Background: an optimization exercise with open tools, aiming at small area, a short achievable clock period and few clock cycles per item. Do not read the settings as production practice. At most, simulation tests tie the RTL to the original design; equivalence was not proved. The clock port is modelled as an ideal driver, which makes a skipped or thinned clock tree look cheaper than it is; a real chip needs a root buffer or a tree. No activity file was given, so power comes from the tool's default toggle rates.

==> flow/design.v <==
module olidx_voice_codec (
    input  wire       clk,
    input  wire       rst,         
    input  wire       in_valid,
    output wire       in_ready,
    input  wire [7:0] in_data,
    input  wire       in_unpack,   
    output wire       out_valid,
    input  wire       out_ready,
    output wire [7:0] out_data,
    output wire       out_last,
    output wire [6:0] out_chk
);
    function automatic dec_cons(input m, input v, input [4:0] s);
        begin
            if (!v && !m)     dec_cons = (s <= 5'd20);
            else if (!v)      dec_cons = !(s == 5'd11 || s == 5'd14 || s == 5'd17 || s == 5'd20);
            else if (!m)      dec_cons = 1'b1;
            else              dec_cons = !(s == 5'd9 || s == 5'd15 || s == 5'd16);
        end
    endfunction
    function automatic dec_prod(input m, input v, input [4:0] s);
        begin
            if (!v && !m)     dec_prod = !(s == 5'd11 || (s >= 5'd13 && s <= 5'd19));
            else if (!v)      dec_prod = 1'b1;
            else if (!m)      dec_prod = !(s == 5'd9 || s == 5'd15 || s == 5'd16);
            else              dec_prod = 1'b1;
        end
    endfunction
    reg        mode;        
    reg  [2:0] sec;         
    reg  [4:0] k;           
    reg        r_cons, r_prod, r_need, r_send;
    reg  [2:0] hb;          
    reg  [4:0] hc;          
    reg  [7:0] hd;          
    reg  [5:0] he;          
    reg  [7:0] hf;          
    reg  [7:0] ir;
    reg        ir_u, ir_v;
    reg  [7:0] o_data;
    reg        o_v, o_last;
    reg        p_v, p_in_s;   
    reg  [6:0] ck;
    reg  [7:0] s_data;
    reg        s_v, s_last;
    reg        rdy;
    wire voice = (sec == 3'd6);
    wire first = (sec == 3'd0) && (k == 5'd0);
    wire lastb = voice && (k == 5'd28);
    wire cons  = r_cons;
    wire prod  = r_prod;
    wire need  = r_need;
    wire send  = r_send;
    wire go    = (!need || ir_v) && (!prod || !s_v);
    wire push  = go && prod;
    wire take  = go && cons;
    wire ld_o  = !o_v || out_ready;
    wire [2:0] sec_a  = send ? (voice ? 3'd0 : sec + 3'd1) : sec;
    wire [4:0] k_a    = send ? 5'd0 : k + 5'd1;
    wire [2:0] sec_n  = go ? sec_a : sec;
    wire [4:0] k_n    = go ? k_a : k;
    wire       v_a    = (sec_a == 3'd6);
    wire       cons_a = dec_cons(mode, v_a, k_a);
    wire       prod_a = dec_prod(mode, v_a, k_a);
    wire       need_a = cons_a || (mode && (v_a ? (k_a == 5'd9 || k_a == 5'd15 || k_a == 5'd16)
                                                : (k_a == 5'd11 || k_a == 5'd14 || k_a == 5'd17)));
    wire       send_a = v_a ? (k_a == 5'd28) : (mode ? (k_a == 5'd20) : (k_a == 5'd24));
    wire       cons_n = go ? cons_a : cons;
    wire       prod_n = go ? prod_a : prod;
    wire sv1  = !s_v && push && lastb;                        
    wire sv0  = s_v ? o_v : (push && (lastb || o_v));         
    wire irv1 = rdy || (ir_v && !take);                        
    wire irv0 = !rdy && ir_v && !take;                         
    wire ov1  = s_v || (push && !lastb);
    wire rd1  = cons_n && (!prod_n || !sv1);
    wire rd0  = cons_n && (!prod_n || !sv0);
    reg s_v_n, rdy_n, o_v_n, ir_v_n;
    always @* begin
        ir_v_n = in_valid ? irv1 : irv0;
        if (out_ready) begin
            s_v_n = sv1; o_v_n = ov1;
            rdy_n = !ir_v_n || rd1;
        end else begin
            s_v_n = sv0; o_v_n = o_v || ov1;
            rdy_n = !ir_v_n || rd0;
        end
    end
    wire       ck_en = p_v && !(o_v && o_last);
    wire [6:0] ck_n  = ck - (p_in_s ? s_data[6:0] : o_data[6:0]);
    wire       in_s1 = lastb;
    wire       in_s0 = lastb || o_v;
    reg [7:0] b;
    always @* begin
        b = ir;
        if (!mode && !voice) begin
            case (k)
                5'd12: b = {4'b0, ir[1:0], hb[1:0]};
                5'd20: b = {1'b0, ir[3:0], hb};
                5'd21: b = {3'b0, hc};
                5'd22: b = hd;
                5'd23: b = {2'b0, he};
                5'd24: b = hf;
                default: b = ir;
            endcase
        end else if (!mode) begin
            case (k)
                5'd8:  b = {3'b0, ir[4:0]};
                5'd10: b = {4'b0, ir[0], hb};
                5'd17: b = {1'b0, ir[2:0], hd[2:0], hc[2]};
                default: b = ir;
            endcase
        end else if (!voice) begin
            case (k)
                5'd11: b = {6'b0, ir[1:0]};
                5'd12: b = {6'b0, ir[3:2]};
                5'd13: b = {5'b0, ir[2:0]};
                5'd14: b = {6'b0, ir[1:0]};
                5'd15: b = {5'b0, ir[4:2]};
                5'd17: b = {7'b0, ir[0]};
                5'd18: b = {3'b0, ir[5:1]};
                5'd20: b = {4'b0, hd[6:3]};
                default: b = ir;
            endcase
        end else begin
            case (k)
                5'd8:  b = {3'b0, ir[4:0]};
                5'd9:  b = {5'b0, ir[2:0]};
                5'd10: b = {7'b0, ir[3]};
                5'd15: b = {7'b0, ir[0]};
                5'd16: b = {5'b0, ir[3:1]};
                5'd17: b = {5'b0, ir[6:4]};
                default: b = ir;
            endcase
        end
    end
    always @(posedge clk) begin
        if (!ir_v || take) begin
            ir   <= in_data;
            ir_u <= in_unpack;
        end
        if (go && first)
            mode <= ir_u;
        if (rst) begin
            sec   <= 3'd0;
            k     <= 5'd0;
            r_cons <= 1'b1;              
            r_prod <= 1'b1;
            r_need <= 1'b1;
            r_send <= 1'b0;
            rdy   <= 1'b1;
            ir_v  <= 1'b0;
            s_v   <= 1'b0;
            o_v   <= 1'b0;
            p_v   <= 1'b0;
            ck    <= 7'd0;
        end else begin
            sec   <= sec_n;
            k     <= k_n;
            if (go) begin
                r_cons <= cons_a;
                r_prod <= prod_a;
                r_need <= need_a;
                r_send <= send_a;
            end
            rdy   <= rdy_n;
            ir_v  <= ir_v_n;
            s_v   <= s_v_n;
            o_v   <= o_v_n;
            if (o_v && o_last && out_ready)
                ck <= 7'd0;
            else if (ck_en)
                ck <= ck_n;
            if (push) begin
                p_v     <= 1'b1;
                p_in_s  <= out_ready ? in_s1 : in_s0;
            end else begin
                if (ck_en)
                    p_v <= 1'b0;
                if (ld_o)
                    p_in_s <= 1'b0;
            end
        end
    end
    always @(posedge clk) begin
        if (k == 5'd9 || k == 5'd11 || k == 5'd13) hb <= ir[2:0];
        if (k == 5'd14) hc[1:0] <= ir[1:0];
        if (k == 5'd15) hc[4:2] <= ir[2:0];
        if ((k == 5'd13 && mode) || (k == 5'd16 && !mode)) hd <= ir;
        if (k == 5'd17) he[0] <= ir[0];
        if (k == 5'd18) he[5:1] <= ir[4:0];
        if (k == 5'd19) hf <= ir;
    end
    always @(posedge clk) begin
        if (rst) begin
            o_data <= 8'd0;
            o_last <= 1'b0;
        end else if (ld_o) begin
            o_data <= s_v ? s_data : b;
            o_last <= s_v && s_last;
        end
        if (!s_v) begin
            s_data <= b;
            s_last <= lastb;
        end
    end
    assign in_ready  = rdy;
    assign out_valid = o_v;
    assign out_data  = o_data;
    assign out_last  = o_last;
    assign out_chk   = ck;
endmodule
export LEC_CHECK = 0
export ABC_AREA = 1
export CAP_MARGIN = 20
export CORE_MARGIN = 2
export CORE_UTILIZATION = 50
export CTS_BUF_LIST = sky130_fd_sc_hd__clkbuf_8
export PLACE_DENSITY = 0.7
export SETUP_SLACK_MARGIN = 5
export SLEW_MARGIN = 20
create_clock -name core_clock -period 9.0 [get_ports {clk}]
standard.sh (not shown) runs the stock make flow with config.mk's settings and CLKGATE_MAP_FILE= SYNTH_SCRIPT=/design/flow/synth_recipe.tcl, a recipe that flattens the netlist after the stock synthesis.
==> flow/flow/run.sh <==
#!/bin/bash
# Standard ORFS layout (the standard.sh) with a tighter timing-repair
# target, no footprint restriction on resizing and plain buffers on the ports.
# After clock tree synthesis, the clock tree is rebuilt as a single balanced
# level of four clkbuf_16 buffers (one per quadrant of the registers), driven
# by the clock port; routing and the rest of the flow then continue as usual.
# Each tool's full output goes to a log file in this folder.
set -e
ARGS=(SETUP_SLACK_MARGIN=6.3 MATCH_CELL_FOOTPRINT=0 'BUFFER_PORTS_ARGS=-buffer_cell sky130_fd_sc_hd__buf_2')
RES=$PWD/orfs/results/${FLOW_PLATFORM:-sky130hd}/olidx_voice_codec/base
bash standard.sh "${ARGS[@]}" cts > standard_cts.log 2>&1
CT_IN=$RES/4_cts.odb CT_OUT=$RES/4_cts_tree.odb CT_NB=4 \
  openroad -no_init -exit flow/clock_tree.tcl > clock_tree.log 2>&1
mv -f $RES/4_cts_tree.odb $RES/4_cts.odb
bash standard.sh "${ARGS[@]}" finish > standard.log 2>&1
Other scripts of this flow, unchanged in this note and not shown: flow/flow/clock_tree.tcl
The first run went through all stages and came out clean.
Testbench counts at the start, summed over its fixed seeds: cycles 32,440, records 192.
Rerun with:
--- a/flow/design.v
+++ b/flow/design.v
@@ -37,13 +37,13 @@
     reg  [5:0] he;          
     reg  [7:0] hf;          
     reg  [7:0] ir;
     reg        ir_u, ir_v;
     reg  [7:0] o_data;
     reg        o_v, o_last;
-    reg        p_v, p_in_s;   
+    reg        p_v;         
     reg  [6:0] ck;
     reg  [7:0] s_data;
     reg        s_v, s_last;
     reg        rdy;
     wire voice = (sec == 3'd6);
     wire first = (sec == 3'd0) && (k == 5'd0);
@@ -84,15 +84,13 @@
         end else begin
             s_v_n = sv0; o_v_n = o_v || ov1;
             rdy_n = !ir_v_n || rd0;
         end
     end
     wire       ck_en = p_v && !(o_v && o_last);
-    wire [6:0] ck_n  = ck - (p_in_s ? s_data[6:0] : o_data[6:0]);
-    wire       in_s1 = lastb;
-    wire       in_s0 = lastb || o_v;
+    wire [6:0] ck_n  = ck - (s_v ? s_data[6:0] : o_data[6:0]);
     reg [7:0] b;
     always @* begin
         b = ir;
         if (!mode && !voice) begin
             case (k)
                 5'd12: b = {4'b0, ir[1:0], hb[1:0]};
@@ -168,21 +166,16 @@
             s_v   <= s_v_n;
             o_v   <= o_v_n;
             if (o_v && o_last && out_ready)
                 ck <= 7'd0;
             else if (ck_en)
                 ck <= ck_n;
-            if (push) begin
-                p_v     <= 1'b1;
-                p_in_s  <= out_ready ? in_s1 : in_s0;
-            end else begin
-                if (ck_en)
-                    p_v <= 1'b0;
-                if (ld_o)
-                    p_in_s <= 1'b0;
-            end
+            if (push)
+                p_v <= 1'b1;
+            else if (ck_en)
+                p_v <= 1'b0;
         end
     end
     always @(posedge clk) begin
         if (k == 5'd9 || k == 5'd11 || k == 5'd13) hb <= ir[2:0];
         if (k == 5'd14) hc[1:0] <= ir[1:0];
         if (k == 5'd15) hc[4:2] <= ir[2:0];
=> Cell count stays flat. Routed wire length falls by a few percent. Via count falls slightly. Maximum frequency falls slightly. Setup slack got worse by 0.053 ns. Power rises slightly. Flip-flop and latch count falls by 1. Core utilization rises by 0.37 points. Final area rises slightly. Area after synthesis falls slightly. Hold slack got worse by 0.026 ns. Global-route usage falls by 0.25 points.
No functional check of the RTL was part of the second run of this note.

## separate check: timing with driven ports
The flow's constraints put no driver on any port. The routed layouts listed below were extracted and timed again, unchanged, in two steps. Step 1 sets driving cells, clkbuf_16 on the clock port and buf_2 on the other inputs (assumed; they add their load-dependent delay and slew). Step 2, shift: input delay + t, output delay - t, t = (earliest + latest rising clock arrival at the registers) / 2. This alone moves slack from input paths to output paths. Slacks: ideal / step 1 / step 2; pairs: ideal / step 1.
run	t, ns	setup WS [ns]	hold WS [ns]	slew at the worst register clock pin (ns)	cell pins on the clock port's net
the first run	0.247	6.426 / 6.367 / 6.244	0.474 / 0.474 / 0.474	0.10 / 0.10	4
the second run	0.244	6.374 / 6.411 / 6.191	0.447 / 0.447 / 0.447	0.12 / 0.12	4
After both steps setup and hold are still met in every run listed. The setup slack of the second run, which loses most, moves by +0.037 ns with the drivers and by -0.183 ns with both steps.
